Source: an optimization exercise on an open RTL-to-GDS flow (aim: small area and a short achievable clock period). Production flows keep margins and buffers that such runs may drop. Function was checked by simulation only, so behaviour that the tests miss may differ from the original. Power is estimated from default activity; no workload was simulated.

==> exp/ember: inputs <==
Design atis_decoder, start of the top module:
module atis_decoder (
    input  wire        clk,
    input  wire        rst,
    input  wire        sample_valid,
    input  wire [15:0] sample,
    output wire        id_valid,
    output wire [34:0] id_pairs,
    output wire [3:0]  id_len,
    output wire [79:0] id_text,
    output wire        locked,
    output wire        fault_ovf
);
==> flow/config.mk <==
export PLATFORM = sky130hd
export DESIGN_NAME = atis_decoder
export DESIGN_NICKNAME = atis_decoder
export VERILOG_FILES = /design/flow/design.v
export SDC_FILE = /design/flow/constraint.sdc
export NUM_CORES = 4
export LEC_CHECK = 0
export CAP_MARGIN = 20
export CORE_MARGIN = 2
export CORE_UTILIZATION = 65
export SLEW_MARGIN = 20
export SYNTH_HIERARCHICAL = 1
export SYNTH_MINIMUM_KEEP_SIZE = 0
==> flow/constraint.sdc <==
create_clock -name core_clock -period 12.0 [get_ports {clk}]
set_input_delay 2.4000 -clock core_clock [delete_from_list [all_inputs] [get_ports {clk}]]
set_output_delay 2.4000 -clock core_clock [all_outputs]
set_load 0.01 [all_outputs]
standard.sh (not shown) runs the stock make flow with config.mk's settings and CLKGATE_MAP_FILE= SYNTH_SCRIPT=/design/flow/synth_recipe.tcl, a recipe that flattens the netlist after the stock synthesis.
==> flow/flow/run.sh <==
#!/bin/bash
# Own layout flow: the standard flow (standard.sh, unchanged synthesis,
# floorplan, power grid, placement, CTS and routing), with plain buffers
# instead of delay buffers on the ports. The full make output goes to
# standard.log; ORFS keeps each step's log under orfs/logs.
set -euo pipefail
export BUFFER_PORTS_ARGS="-buffer_cell sky130_fd_sc_hd__buf_2"
bash standard.sh > standard.log 2>&1
==> exp/garnet: changes against exp/ember <==
--- a/flow/design.v
+++ b/flow/design.v
@@ -11,21 +11,26 @@
     reg        first_q;        
     reg [15:0] x_q;
     reg [19:0] oh;             
     wire       take = sample_valid && !rst;
     wire [19:0] oh_n = rst_q ? 20'd1 : !valid_q ? oh : {oh[18:0], oh[19]};
-    wire [17:0] rom_cm = {|(oh & 20'h03fc0), |(oh & 20'he0f07), |(oh & 20'h1b0c8), |(oh & 20'h290a4), |(oh & 20'h02094), |(oh & 20'h39920), |(oh & 20'h82112), |(oh & 20'h04802), |(oh & 20'h935dc), |(oh & 20'h449b8), |(oh & 20'hd0040), |(oh & 20'h2d9ba), |(oh & 20'h37816), |(oh & 20'h60e04), |(oh & 20'h170b2), |(oh & 20'hd66da), |(oh & 20'h926d8), |(oh & 20'h44122)};
-    wire [17:0] rom_sm = {|(oh & 20'h3fc00), |(oh & 20'h0f078), |(oh & 20'h30d86), |(oh & 20'h5094a), |(oh & 20'h11480), |(oh & 20'hc8b4e), |(oh & 20'h4929a), |(oh & 20'h89880), |(oh & 20'h6235a), |(oh & 20'ha0662), |(oh & 20'h08240), |(oh & 20'hb243e), |(oh & 20'h08806), |(oh & 20'h01804), |(oh & 20'h8e09a), |(oh & 20'h354b8), |(oh & 20'h104a8), |(oh & 20'ha5354)};
-    wire [17:0] rom_cs = {|(oh & 20'hf81f0), |(oh & 20'h718e3), |(oh & 20'h8a514), |(oh & 20'h0001a), |(oh & 20'h10780), |(oh & 20'h4e03a), |(oh & 20'hd1f26), |(oh & 20'h11120), |(oh & 20'hc6e1e), |(oh & 20'h0a484), |(oh & 20'h4126c), |(oh & 20'h8a492), |(oh & 20'h014f0), |(oh & 20'h30d40), |(oh & 20'h830b6), |(oh & 20'hf2b8e), |(oh & 20'ha2206), |(oh & 20'h509c8)};
-    wire [17:0] rom_ss = {|(oh & 20'hc0780), |(oh & 20'h8e31c), |(oh & 20'h514a2), |(oh & 20'h0bcf4), |(oh & 20'h03c10), |(oh & 20'hb80e4), |(oh & 20'h300c0), |(oh & 20'h09110), |(oh & 20'hf0ec6), |(oh & 20'hbc906), |(oh & 20'h6cd04), |(oh & 20'h920a2), |(oh & 20'h01618), |(oh & 20'h05610), |(oh & 20'h1a908), |(oh & 20'hc488a), |(oh & 20'hc088a), |(oh & 20'h27214)};
+    wire [17:0] rom_cm_n = {|(oh_n & 20'h03fc0), |(oh_n & 20'he0f07), |(oh_n & 20'h1b0c8), |(oh_n & 20'h290a4), |(oh_n & 20'h02094), |(oh_n & 20'h39920), |(oh_n & 20'h82112), |(oh_n & 20'h04802), |(oh_n & 20'h935dc), |(oh_n & 20'h449b8), |(oh_n & 20'hd0040), |(oh_n & 20'h2d9ba), |(oh_n & 20'h37816), |(oh_n & 20'h60e04), |(oh_n & 20'h170b2), |(oh_n & 20'hd66da), |(oh_n & 20'h926d8), |(oh_n & 20'h44122)};
+    wire [17:0] rom_sm_n = {|(oh_n & 20'h3fc00), |(oh_n & 20'h0f078), |(oh_n & 20'h30d86), |(oh_n & 20'h5094a), |(oh_n & 20'h11480), |(oh_n & 20'hc8b4e), |(oh_n & 20'h4929a), |(oh_n & 20'h89880), |(oh_n & 20'h6235a), |(oh_n & 20'ha0662), |(oh_n & 20'h08240), |(oh_n & 20'hb243e), |(oh_n & 20'h08806), |(oh_n & 20'h01804), |(oh_n & 20'h8e09a), |(oh_n & 20'h354b8), |(oh_n & 20'h104a8), |(oh_n & 20'ha5354)};
+    wire [17:0] rom_cs_n = {|(oh_n & 20'hf81f0), |(oh_n & 20'h718e3), |(oh_n & 20'h8a514), |(oh_n & 20'h0001a), |(oh_n & 20'h10780), |(oh_n & 20'h4e03a), |(oh_n & 20'hd1f26), |(oh_n & 20'h11120), |(oh_n & 20'hc6e1e), |(oh_n & 20'h0a484), |(oh_n & 20'h4126c), |(oh_n & 20'h8a492), |(oh_n & 20'h014f0), |(oh_n & 20'h30d40), |(oh_n & 20'h830b6), |(oh_n & 20'hf2b8e), |(oh_n & 20'ha2206), |(oh_n & 20'h509c8)};
+    wire [17:0] rom_ss_n = {|(oh_n & 20'hc0780), |(oh_n & 20'h8e31c), |(oh_n & 20'h514a2), |(oh_n & 20'h0bcf4), |(oh_n & 20'h03c10), |(oh_n & 20'hb80e4), |(oh_n & 20'h300c0), |(oh_n & 20'h09110), |(oh_n & 20'hf0ec6), |(oh_n & 20'hbc906), |(oh_n & 20'h6cd04), |(oh_n & 20'h920a2), |(oh_n & 20'h01618), |(oh_n & 20'h05610), |(oh_n & 20'h1a908), |(oh_n & 20'hc488a), |(oh_n & 20'hc088a), |(oh_n & 20'h27214)};
+    reg [17:0] rom_cm, rom_sm, rom_cs, rom_ss;
     reg        fin_go;         
     always @(posedge clk) begin
         rst_q   <= rst;
         valid_q <= take;
         x_q     <= take ? sample : 16'd0;
         first_q <= take && oh_n[0];
         oh      <= oh_n;
+        rom_cm  <= rom_cm_n;
+        rom_sm  <= rom_sm_n;
+        rom_cs  <= rom_cs_n;
+        rom_ss  <= rom_ss_n;
         fin_go  <= valid_q && oh[19];
     end
     wire [16:0] xs = {x_q[15], x_q};
     wire [16:0] x2 = {x_q, 1'b0};
     wire [16:0] pp_cm_0 = (({17{rom_cm[0]}} & xs) | ({17{rom_cm[1]}} & x2)) ^ {17{rom_cm[2]}};
==> flow/flow/run.sh (replaced) <==
#!/bin/bash
# Own layout flow: the standard flow (standard.sh, unchanged synthesis,
# floorplan, power grid, placement, CTS and routing), with plain buffers
# instead of delay buffers on the ports, and timing repair asked for 8 ns
# of setup slack at the 12 ns clock. The full make output goes to
# standard.log; ORFS keeps each step's log under orfs/logs.
set -euo pipefail
export BUFFER_PORTS_ARGS="-buffer_cell sky130_fd_sc_hd__buf_2"
export SETUP_SLACK_MARGIN=8.0
bash standard.sh > standard.log 2>&1
==> results.ini <==
[placed_design]
pre_cts_ws_ns=7.52

[outcome]
status=no timing/DRC/antenna violations

[pwr]
irDropWorstVdd_v=0.000189

[final_layout]
layout-drive-gt1-share_pct=8.00

[detailed_routing]
via_per_inst=6.21

[timing]
relSlewSlack_pct=24.6
min_period_ns=3.82

[clocking]
numCtsBuffers=71

-- figures above: exp/garnet

==> results.ini <==
[outcome]
status=no timing/DRC/antenna violations

[final_layout]
layout-drive-gt1-share_pct=8.11

[timing]
relSlewSlack_pct=23.4

[detailed_routing]
via_per_inst=6.40

-- figures above: exp/ember


* * *

==> inputs of run C <==
Another version of the RTL of atis_decoder (not shown whole).
==> flow/config.mk <==
export PLATFORM = sky130hd
export DESIGN_NAME = atis_decoder
export DESIGN_NICKNAME = atis_decoder
export VERILOG_FILES = /design/flow/design.v
export SDC_FILE = /design/flow/constraint.sdc
export NUM_CORES = 4
export LEC_CHECK = 0
export CAP_MARGIN = 20
export CORE_MARGIN = 2
export CORE_UTILIZATION = 65
export CTS_CLUSTER_DIAMETER = 80
export CTS_CLUSTER_SIZE = 24
export SLEW_MARGIN = 20
export SYNTH_HIERARCHICAL = 1
export SYNTH_MINIMUM_KEEP_SIZE = 0
==> flow/constraint.sdc <==
create_clock -name core_clock -period 12.0 [get_ports {clk}]
set_input_delay 2.4000 -clock core_clock [delete_from_list [all_inputs] [get_ports {clk}]]
set_output_delay 2.4000 -clock core_clock [all_outputs]
set_load 0.01 [all_outputs]
==> flow/flow/run.sh <==
#!/bin/bash
# Own layout flow: the standard flow (standard.sh, unchanged synthesis,
# floorplan, power grid, placement, CTS and routing), with plain buffers
# instead of delay buffers on the ports, and timing repair asked for 8.5 ns
# of setup slack at the 12 ns clock. The full make output goes to
# standard.log; ORFS keeps each step's log under orfs/logs.
set -euo pipefail
export BUFFER_PORTS_ARGS="-buffer_cell sky130_fd_sc_hd__buf_2"
export SETUP_SLACK_MARGIN=8.5
bash standard.sh > standard.log 2>&1
==> run R: changes against run C <==
--- a/flow/config.mk
+++ b/flow/config.mk
@@ -8,4 +8,6 @@
 export CAP_MARGIN = 20
+export CELL_PAD_IN_SITES_DETAIL_PLACEMENT = 1
+export CELL_PAD_IN_SITES_GLOBAL_PLACEMENT = 1
 export CORE_MARGIN = 2
-export CORE_UTILIZATION = 65
+export CORE_UTILIZATION = 55
 export CTS_CLUSTER_DIAMETER = 80
==> comparison <==
Design area: run R is higher than run C (1.2%).
Sequential share of layout area: run R is lower than run C (0.34 points).
Between run C and run R, the lower utilization is in run R (gap 11 points).
In run C the power is lower than in run R, by about 2.6%.
Wire length: run R is larger than run C (about 15%).
Between run C and run R, the lower non-clock buffer count is in run C (gap 31).
Against run R, the hold slack of run C is better by 4.9 ps.
==> figures <==
item	run R	run C
Total Routing Usage GR	33.67%	35.15%
Crit share post-route	30.71%	30.50%
Clock skew	35.53 ps	23.65 ps
Final estimated routing congestion in global placement	0.9345	0.9644
Number of antenna violations at the first check in global routing	1	2
Share of final-layout standard cells stronger than drive strength 1	12.36%	11.16%
Total CTS buffers	42	41
Data arrival time of the critical path	1280 ps	1260 ps
Maximum fanout along the worst path	4	2
Startpoint of the lowest-slack hold path	u_sync.dig[6][0]$_DFFE_PP_	u_sync.id_pairs[25]$_DFFE_PP_
Run status	no timing/DRC/antenna violations	no timing/DRC/antenna violations
Power consumed by the clock network	1.64 mW	1.57 mW
Start point of the critical path	u_sync.ndrop$_DFFE_PP_	u_sync.id_pairs[7]$_DFFE_PP_
M1 GR Usage	42.62%	45.86%
CP peak stage delay	480 ps	470 ps

==> what the ideal ports hide <==
Ports are ideal in the flow. The routed layouts listed here were re-timed in OpenROAD. Step 1 sets driving cells, clkbuf_16 on the clock port and buf_2 on the other inputs (assumed; they add their load-dependent delay and slew). Step 2, shift: input delay + t, output delay - t, t = (earliest + latest rising clock arrival at the registers) / 2. This alone moves slack from input paths to output paths. Three values: ideal ports, drivers, drivers and shift; two values: the first two.
run	t, ns	slack for setup (ns)	worst setup path at the end	latest minus earliest clock arrival (ns)	worst register clock-pin slew, ns
exp/ember	0.678	6.676 / 6.676 / 6.676	register to register	0.031 / 0.031	0.07 / 0.07
exp/garnet	0.701	8.183 / 8.183 / 8.183	register to register	0.036 / 0.037	0.06 / 0.06
run C	0.675	8.339 / 8.271 / 8.418	input to register	0.025 / 0.025	0.10 / 0.10
run R	0.689	8.315 / 8.244 / 8.325	input to register	0.045 / 0.045	0.10 / 0.10
After both steps setup and hold are still met in every run listed.
